Context: an optimization exercise on an open-source flow, tuned for small area, a short achievable clock period and few clock cycles per item. The choices shown serve that exercise and are no tape-out recipe. Function was checked by simulation only, so behaviour that the tests miss may differ from the original. The flow treats the clock pin as an ideal source. Dropping or thinning the clock tree relies on that and would not hold on a real chip. Power and IR drop assume default switching activity.

## build 68
## ptc_builder
module ptc_builder (
    input  wire        clk,
    input  wire        rst,
    input  wire        start,
    output wire        start_ready,
    input  wire [7:0]  cfg_dtype,
    input  wire [31:0] cfg_total,
    input  wire [15:0] cfg_cyl,
    input  wire [7:0]  cfg_heads,
    input  wire [7:0]  cfg_sect,
    input  wire [7:0]  cfg_ilv,
    input  wire [31:0] cfg_nfull,
    output wire [7:0]  rsvd_addr,
    input  wire [7:0]  rsvd_data,
    output wire        out_valid,
    input  wire        out_ready,
    output wire [7:0]  out_data,
    output wire        res_valid,
    output wire        res_refused,
    output wire        res_warn
);
Size: roughly 660 cells after synthesis, about 120 flip-flops, roughly 6900 um2 of cells after synthesis.
export LEC_CHECK = 0
export CAP_MARGIN = 20
export CORE_MARGIN = 2
export CORE_UTILIZATION = 55
export PLACE_DENSITY = 0.7
export SLEW_MARGIN = 50
create_clock -name core_clock -period 10.0 [get_ports {clk}]
standard.sh (not shown) runs the stock make flow with config.mk's settings and CLKGATE_MAP_FILE= SYNTH_SCRIPT=/design/flow/synth_recipe.tcl, a recipe that flattens the netlist after the stock synthesis.
==> flow/flow/run.sh <==
#!/bin/bash
set -euo pipefail
here=$(cd "$(dirname "$0")" && pwd)
bufs="BUFFER_PORTS_ARGS=-buffer_cell sky130_fd_sc_hd__buf_1"
res=orfs/results/sky130hd/ptc_builder/base
bash standard.sh "$bufs" "PRE_CTS_TCL=$here/clock_tree.tcl" finish > make_finish.log 2>&1
PLATFORM_DIR="$FLOW_HOME/platforms/sky130hd" RES="$res" \
  openroad -no_init -exit "$here/clock_slew.tcl" > clock_slew.log 2>&1
slew=$(awk '/^CLKSLEW_PS/ {print $2}' clock_slew.log)
echo "one-level clock tree: clock-pin slew ${slew:-unknown} ps"
if [[ -z "$slew" ]] || awk -v s="$slew" 'BEGIN { exit !(s > 120) }'; then
  echo "redoing the layout from placement with ORFS's clock tree"
  cp -r orfs/logs logs_onelevel
  bash standard.sh "$bufs" clean_cts clean_route clean_finish > make_clean.log 2>&1
  bash standard.sh "$bufs" finish > make_finish_tritoncts.log 2>&1
fi
==> flow/flow/clock_tree.tcl <==
# Sourced by ORFS's cts.tcl (as PRE_CTS_TCL) in place of TritonCTS: a
# one-level clock tree. The flip-flops are split into 4 clusters by
# location (balanced k-means: at most ceil(n / 4) flip-flops each), each
# driven by one clkbuf_16 placed at the cluster's centre; the clock port
# drives the 4 buffers. Every flip-flop sees one buffer of the same kind,
# so the clock arrives at all of them at nearly the same time (a skew of
# a few tens of ps, from wire lengths only). k-means runs from three
# seedings (along x, along y, along the diagonal); the tree with the
# smallest clock-pin slew, as placement-based parasitics estimate it, is
# kept.

proc ct_kmeans {sinks K seedidx} {
  set n [llength $sinks]
  set sorted [lsort -real -index $seedidx $sinks]
  set cent {}
  for {set k 0} {$k < $K} {incr k} {
    set s [lindex $sorted [expr {int(($k + 0.5) * $n / $K)}]]
    lappend cent [list [lindex $s 1] [lindex $s 2]]
  }
  set cap [expr {($n + $K - 1) / $K}]
  set asg {}
  for {set iter 0} {$iter < 30} {incr iter} {
    set pairs {}
    set i 0
    foreach s $sinks {
      for {set k 0} {$k < $K} {incr k} {
        set c [lindex $cent $k]
        lappend pairs [list [expr {abs([lindex $s 1] - [lindex $c 0]) + abs([lindex $s 2] - [lindex $c 1])}] $i $k]
      }
      incr i
    }
    set asg [lrepeat $n -1]
    set used [lrepeat $K 0]
    foreach pr [lsort -real -index 0 $pairs] {
      lassign $pr d i k
      if {[lindex $asg $i] >= 0 || [lindex $used $k] >= $cap} { continue }
      lset asg $i $k
      lset used $k [expr {[lindex $used $k] + 1}]
    }
    set nc {}
    for {set k 0} {$k < $K} {incr k} {
      set sx 0; set sy 0; set m 0
      foreach s $sinks a $asg {
        if {$a == $k} { set sx [expr {$sx + [lindex $s 1]}]; set sy [expr {$sy + [lindex $s 2]}]; incr m }
      }
      if {$m > 0} { lappend nc [list [expr {$sx / $m}] [expr {$sy / $m}]] } else { lappend nc [lindex $cent $k] }
    }
    set cent $nc
  }
  # heaviest cluster: 2 um of wire per pin-equivalent, per cluster
  set worst 0
  for {set k 0} {$k < $K} {incr k} {
    set x0 1e18; set x1 -1e18; set y0 1e18; set y1 -1e18; set m 0
    foreach s $sinks a $asg {
      if {$a != $k} { continue }
      incr m
      set x [lindex $s 1]; set y [lindex $s 2]
      if {$x < $x0} { set x0 $x }; if {$x > $x1} { set x1 $x }
      if {$y < $y0} { set y0 $y }; if {$y > $y1} { set y1 $y }
    }
    if {$m == 0} { continue }
    set load [expr {$m * 2000.0 + ($x1 - $x0) + ($y1 - $y0)}]
    if {$load > $worst} { set worst $load }
  }
  return [list $worst $asg $cent]
}

proc ct_build {sinks K asg cent clknet} {
  set db [ord::get_db]
  set block [ord::get_db_block]
  set master [$db findMaster sky130_fd_sc_hd__clkbuf_16]
  for {set k 0} {$k < $K} {incr k} {
    set inst [odb::dbInst_create $block $master "clkbuf_leaf_$k"]
    set net [odb::dbNet_create $block "clknet_leaf_$k"]
    $net setSigType CLOCK
    [$inst findITerm A] connect $clknet
    [$inst findITerm X] connect $net
    set c [lindex $cent $k]
    $inst setLocation [expr {int([lindex $c 0])}] [expr {int([lindex $c 1])}]
    $inst setPlacementStatus PLACED
    set cnt 0
    foreach s $sinks a $asg {
      if {$a == $k} { set it [lindex $s 0]; $it disconnect; $it connect $net; incr cnt }
    }
    puts "clock_tree: buffer $k drives $cnt sinks, at $c"
  }
}

proc ct_unbuild {sinks K clknet} {
  set block [ord::get_db_block]
  foreach s $sinks { set it [lindex $s 0]; $it disconnect; $it connect $clknet }
  for {set k 0} {$k < $K} {incr k} {
    odb::dbInst_destroy [$block findInst "clkbuf_leaf_$k"]
    odb::dbNet_destroy [$block findNet "clknet_leaf_$k"]
  }
}

proc ct_slew {} {
  set_propagated_clock [all_clocks]
  estimate_parasitics -placement
  set worst 0
  foreach pin [all_registers -clock_pins -edge_triggered] {
    foreach v [list [get_property $pin slew_max_rise] [get_property $pin slew_max_fall]] {
      if {$v > $worst} { set worst $v }
    }
  }
  return $worst
}

proc clock_tree_synthesis {args} {
  set K 4
  set block [ord::get_db_block]
  set clknet [[$block findBTerm clk] getNet]
  set sinks {}
  foreach it [$clknet getITerms] {
    set box [[$it getInst] getBBox]
    set x [expr {([$box xMin] + [$box xMax]) / 2.0}]
    set y [expr {([$box yMin] + [$box yMax]) / 2.0}]
    lappend sinks [list $it $x $y [expr {$x + $y}]]
  }
  puts "clock_tree: [llength $sinks] sinks, $K buffers"
  # try each seeding, keep the one with the smallest estimated clock slew
  set best {}
  foreach seedidx {1 2 3} {
    lassign [ct_kmeans $sinks $K $seedidx] load asg cent
    ct_build $sinks $K $asg $cent $clknet
    set slew [ct_slew]
    ct_unbuild $sinks $K $clknet
    puts "clock_tree: seeding $seedidx, estimated clock slew $slew"
    if {$best eq {} || $slew < [lindex $best 0]} { set best [list $slew $asg $cent] }
  }
  lassign $best slew asg cent
  ct_build $sinks $K $asg $cent $clknet
  puts "clock_tree: built, estimated clock slew [ct_slew]"
}
Other scripts of this flow, unchanged in this note and not shown: flow/flow/clock_slew.tcl
Looking at the reports, build 68 completed the entire flow and the layout it produced met the timing, DRC and antenna checks.
Testbench counts of build 68, summed over its fixed seeds: cycles 100,560, builds 192.
#### Input delta (build 47 over build 68)
Settings: SLEW_MARGIN changed from 50 to 65.
==> results.txt <==
- Compared with build 68, in build 47 total placed cells including tap cells roughly the same; routing usage on met3 held steady; sequential fraction of total cell area fell 0.46 points; cell area rose by about 1.1%.
- On multi-input gate share of total cell area, build 47 and build 68 are neck and neck.
- Between build 47 and build 68, the difference in total detailed-routing wirelength is negligible.
- The logic gate share of total power of build 68 and that of build 47 are within noise of each other.
- Compared build 68 against build 47; power after layout within noise.
- Taking build 68 as the reference, in build 47 number of global-route vias before repair now larger; overall via count from detail_route fell by 0.36%.
- Looking only at final worst-path setup slack, and setting everything else aside, the lower value of build 47 and build 68 goes to build 68.
Input changes introduced in build 61 (baseline for comparison: build 47):
diff --git a/flow/flow/run.sh b/flow/flow/run.sh
--- a/flow/flow/run.sh
+++ b/flow/flow/run.sh
@@ -11 +11 @@
-if [[ -z "$slew" ]] || awk -v s="$slew" 'BEGIN { exit !(s > 120) }'; then
+if [[ -z "$slew" ]] || awk -v s="$slew" 'BEGIN { exit !(s > 117) }'; then
diff --git a/flow/flow/clock_tree.tcl b/flow/flow/clock_tree.tcl
--- a/flow/flow/clock_tree.tcl
+++ b/flow/flow/clock_tree.tcl
@@ -8,3 +8,2 @@
-# seedings (along x, along y, along the diagonal); the tree with the
-# smallest clock-pin slew, as placement-based parasitics estimate it, is
-# kept.
+# seedings (along x, along y, along the diagonal); the one whose heaviest
+# cluster (pins plus half-perimeter of its box) is lightest is kept.
@@ -68 +67,2 @@
-proc ct_build {sinks K asg cent clknet} {
+proc clock_tree_synthesis {args} {
+  set K 4
@@ -70,0 +71,16 @@
+  set clknet [[$block findBTerm clk] getNet]
+  set sinks {}
+  foreach it [$clknet getITerms] {
+    set box [[$it getInst] getBBox]
+    set x [expr {([$box xMin] + [$box xMax]) / 2.0}]
+    set y [expr {([$box yMin] + [$box yMax]) / 2.0}]
+    lappend sinks [list $it $x $y [expr {$x + $y}]]
+  }
+  puts "clock_tree: [llength $sinks] sinks, $K buffers"
+  set best {}
+  foreach seedidx {1 2 3} {
+    set r [ct_kmeans $sinks $K $seedidx]
+    puts "clock_tree: seeding $seedidx, heaviest cluster [lindex $r 0]"
+    if {$best eq {} || [lindex $r 0] < [lindex $best 0]} { set best $r }
+  }
+  lassign $best worst asg cent
@@ -88,48 +103,0 @@
-
-proc ct_unbuild {sinks K clknet} {
-  set block [ord::get_db_block]
-  foreach s $sinks { set it [lindex $s 0]; $it disconnect; $it connect $clknet }
-  for {set k 0} {$k < $K} {incr k} {
-    odb::dbInst_destroy [$block findInst "clkbuf_leaf_$k"]
-    odb::dbNet_destroy [$block findNet "clknet_leaf_$k"]
-  }
-}
-
-proc ct_slew {} {
-  set_propagated_clock [all_clocks]
-  estimate_parasitics -placement
-  set worst 0
-  foreach pin [all_registers -clock_pins -edge_triggered] {
-    foreach v [list [get_property $pin slew_max_rise] [get_property $pin slew_max_fall]] {
-      if {$v > $worst} { set worst $v }
-    }
-  }
-  return $worst
-}
-
-proc clock_tree_synthesis {args} {
-  set K 4
-  set block [ord::get_db_block]
-  set clknet [[$block findBTerm clk] getNet]
-  set sinks {}
-  foreach it [$clknet getITerms] {
-    set box [[$it getInst] getBBox]
-    set x [expr {([$box xMin] + [$box xMax]) / 2.0}]
-    set y [expr {([$box yMin] + [$box yMax]) / 2.0}]
-    lappend sinks [list $it $x $y [expr {$x + $y}]]
-  }
-  puts "clock_tree: [llength $sinks] sinks, $K buffers"
-  # try each seeding, keep the one with the smallest estimated clock slew
-  set best {}
-  foreach seedidx {1 2 3} {
-    lassign [ct_kmeans $sinks $K $seedidx] load asg cent
-    ct_build $sinks $K $asg $cent $clknet
-    set slew [ct_slew]
-    ct_unbuild $sinks $K $clknet
-    puts "clock_tree: seeding $seedidx, estimated clock slew $slew"
-    if {$best eq {} || $slew < [lindex $best 0]} { set best [list $slew $asg $cent] }
-  }
-  lassign $best slew asg cent
-  ct_build $sinks $K $asg $cent $clknet
-  puts "clock_tree: built, estimated clock slew [ct_slew]"
-}
Results
- Buffers plus inverters on the worst setup path is lower on build 47
- A top contributor to total power of sequential cells is what build 47 shows, while the clock network belongs to build 61.
- From build 61 to build 47, starting density of the core did not move at all.
- Going from build 47 to build 61, total power density per cell area grew by more than a quarter.
- Total net switching power went up by more than half going from build 47 to build 61.
- Summary: with build 47 as the reference, maximum frequency in build 61 moved down by a few percent.
- Build 47 has a higher worst setup slack than build 61.
- Post-detailed-route via-to-cell ratio essentially unchanged between build 61 and build 47.
- Max leakage power summed over all cells across build 47 and build 61: build 61
- The final routed wirelength across all metal layers number comes out lower for build 47 vs build 61.
### build 61 -> build 35
Settings: putting GPL_ROUTABILITY_DRIVEN at 0 where nothing was set.
diff --git a/flow/flow/run.sh b/flow/flow/run.sh
--- a/flow/flow/run.sh
+++ b/flow/flow/run.sh
@@ -11 +11 @@
-if [[ -z "$slew" ]] || awk -v s="$slew" 'BEGIN { exit !(s > 117) }'; then
+if [[ -z "$slew" ]] || awk -v s="$slew" 'BEGIN { exit !(s > 120) }'; then
diff --git a/flow/flow/clock_tree.tcl b/flow/flow/clock_tree.tcl
--- a/flow/flow/clock_tree.tcl
+++ b/flow/flow/clock_tree.tcl
@@ -8,2 +8,3 @@
-# seedings (along x, along y, along the diagonal); the one whose heaviest
-# cluster (pins plus half-perimeter of its box) is lightest is kept.
+# seedings (along x, along y, along the diagonal); the tree with the
+# smallest clock-pin slew, as placement-based parasitics estimate it, is
+# kept.
@@ -67,2 +68 @@
-proc clock_tree_synthesis {args} {
-  set K 4
+proc ct_build {sinks K asg cent clknet} {
@@ -71,16 +70,0 @@
-  set clknet [[$block findBTerm clk] getNet]
-  set sinks {}
-  foreach it [$clknet getITerms] {
-    set box [[$it getInst] getBBox]
-    set x [expr {([$box xMin] + [$box xMax]) / 2.0}]
-    set y [expr {([$box yMin] + [$box yMax]) / 2.0}]
-    lappend sinks [list $it $x $y [expr {$x + $y}]]
-  }
-  puts "clock_tree: [llength $sinks] sinks, $K buffers"
-  set best {}
-  foreach seedidx {1 2 3} {
-    set r [ct_kmeans $sinks $K $seedidx]
-    puts "clock_tree: seeding $seedidx, heaviest cluster [lindex $r 0]"
-    if {$best eq {} || [lindex $r 0] < [lindex $best 0]} { set best $r }
-  }
-  lassign $best worst asg cent
@@ -103,0 +88,48 @@
+
+proc ct_unbuild {sinks K clknet} {
+  set block [ord::get_db_block]
+  foreach s $sinks { set it [lindex $s 0]; $it disconnect; $it connect $clknet }
+  for {set k 0} {$k < $K} {incr k} {
+    odb::dbInst_destroy [$block findInst "clkbuf_leaf_$k"]
+    odb::dbNet_destroy [$block findNet "clknet_leaf_$k"]
+  }
+}
+
+proc ct_slew {} {
+  set_propagated_clock [all_clocks]
+  estimate_parasitics -placement
+  set worst 0
+  foreach pin [all_registers -clock_pins -edge_triggered] {
+    foreach v [list [get_property $pin slew_max_rise] [get_property $pin slew_max_fall]] {
+      if {$v > $worst} { set worst $v }
+    }
+  }
+  return $worst
+}
+
+proc clock_tree_synthesis {args} {
+  set K 4
+  set block [ord::get_db_block]
+  set clknet [[$block findBTerm clk] getNet]
+  set sinks {}
+  foreach it [$clknet getITerms] {
+    set box [[$it getInst] getBBox]
+    set x [expr {([$box xMin] + [$box xMax]) / 2.0}]
+    set y [expr {([$box yMin] + [$box yMax]) / 2.0}]
+    lappend sinks [list $it $x $y [expr {$x + $y}]]
+  }
+  puts "clock_tree: [llength $sinks] sinks, $K buffers"
+  # try each seeding, keep the one with the smallest estimated clock slew
+  set best {}
+  foreach seedidx {1 2 3} {
+    lassign [ct_kmeans $sinks $K $seedidx] load asg cent
+    ct_build $sinks $K $asg $cent $clknet
+    set slew [ct_slew]
+    ct_unbuild $sinks $K $clknet
+    puts "clock_tree: seeding $seedidx, estimated clock slew $slew"
+    if {$best eq {} || $slew < [lindex $best 0]} { set best [list $slew $asg $cent] }
+  }
+  lassign $best slew asg cent
+  ct_build $sinks $K $asg $cent $clknet
+  puts "clock_tree: built, estimated clock slew [ct_slew]"
+}
## What came out
Build 35 vs build 61 — power dropped about 30%. [compare] base=build 61 new=build 35: final cell count lower; via count of the first global-routing pass shrank by 197; number of placed cells counting well taps saw little to no change; multi-input gate area in the final layout now sits at about the same level; share of power burned in the clock network -23 points. Compared to build 61, build 35 has total detailed-routing wirelength about 5.5% lower. Per the comparison of build 35 with build 61, total number of nets in the final design shows a reduction of about 1.7%; total via count in the routed design decreased by 126 relative to the old numbers. Critical path capture point = p[6]: build 35; critical path capture point = start_ready: build 61. [diff] worst voltage drop across the vdd grid, build 35 relative to build 61: improvement.
Modified inputs, build 71 compared to build 35
Settings: GPL_TIMING_DRIVEN newly set to 0; GPL_ROUTABILITY_DRIVEN removed (was 0).
--- outcome ---
- The final layout from build 71, which completed every stage, passed the timing, DRC and antenna checks at the end of the flow.
- Of the two values seen for critical setup path kind, reg2reg was produced by build 71 and in2reg by build 35.
- Compare build 35 and build 71 | maximum number of pins on one net before global-route repair higher: build 35
- Going from build 35 to build 71, post-detailed-routing wire length picked up an extra 10%; post-route fraction of the period consumed by the critical path picked up an extra 2.0 points.
- The run with more setup slack is build 35; build 71 has less.
Here is what was changed in the inputs of build 4 compared with build 71.
Settings: SLEW_MARGIN now 80, was 65; GPL_TIMING_DRIVEN no longer set, was 0.
Notes after the runs:
Of the two candidates, build 71 has the worse worst hold margin and build 4 the better one.
Build 4 reports a lower combined global-route utilization of all metal layers than build 71 does.
Between build 71 and build 4, post-route fraction of the period consumed by the critical path decreased.
Build 4 and build 71 ended up with nearly the same clock transition at the register clock pins on the worst setup and hold paths after CTS.
Relative to build 71, wire length on met2 decreased by 140 um in build 4.
From build 4 to build 71, number of sequential storage elements did not move at all.
In build 68, build 47, build 35, build 71 and build 4 the design's own scripts or RTL, not TritonCTS, make the clock network.

[static timing again, ports no longer ideal]
How much do the figures lean on ideal ports? The routed layouts below were timed once more, with nothing changed but the port constraints.
Step 1 assumes that a clkbuf_16 drives the clock port and a buf_2 every other input.
Step 2 moves the port delays by t, midway between the first and last clock arrival at a register: inputs arrive t later, outputs are due t later. That takes back most of the time a late clock gives input paths.
a / b / c = no drivers / after step 1 / after step 2; a / b = the first two.
run | t (ns) | setup WS [ns] | worst setup path at the end | pins driven straight from the clock port
build 68 | 0.259 | 6.549 / 6.618 / 6.359 | input to register | 4
build 47 | 0.260 | 6.799 / 6.809 / 6.608 | input to register | 4
build 61 | 0.470 | 6.662 / 6.617 / 6.575 | input to register | 1
build 35 | 0.266 | 6.819 / 6.861 / 6.622 | input to register | 4
build 71 | 0.261 | 6.616 / 6.604 / 6.612 | input to register | 4
build 4 | 0.252 | 6.922 / 6.834 / 6.800 | input to register | 4
After both steps every run listed still meets setup and hold. For build 35, which loses most, drivers alone change the setup slack by +0.042 ns; drivers and shift together by -0.197 ns.
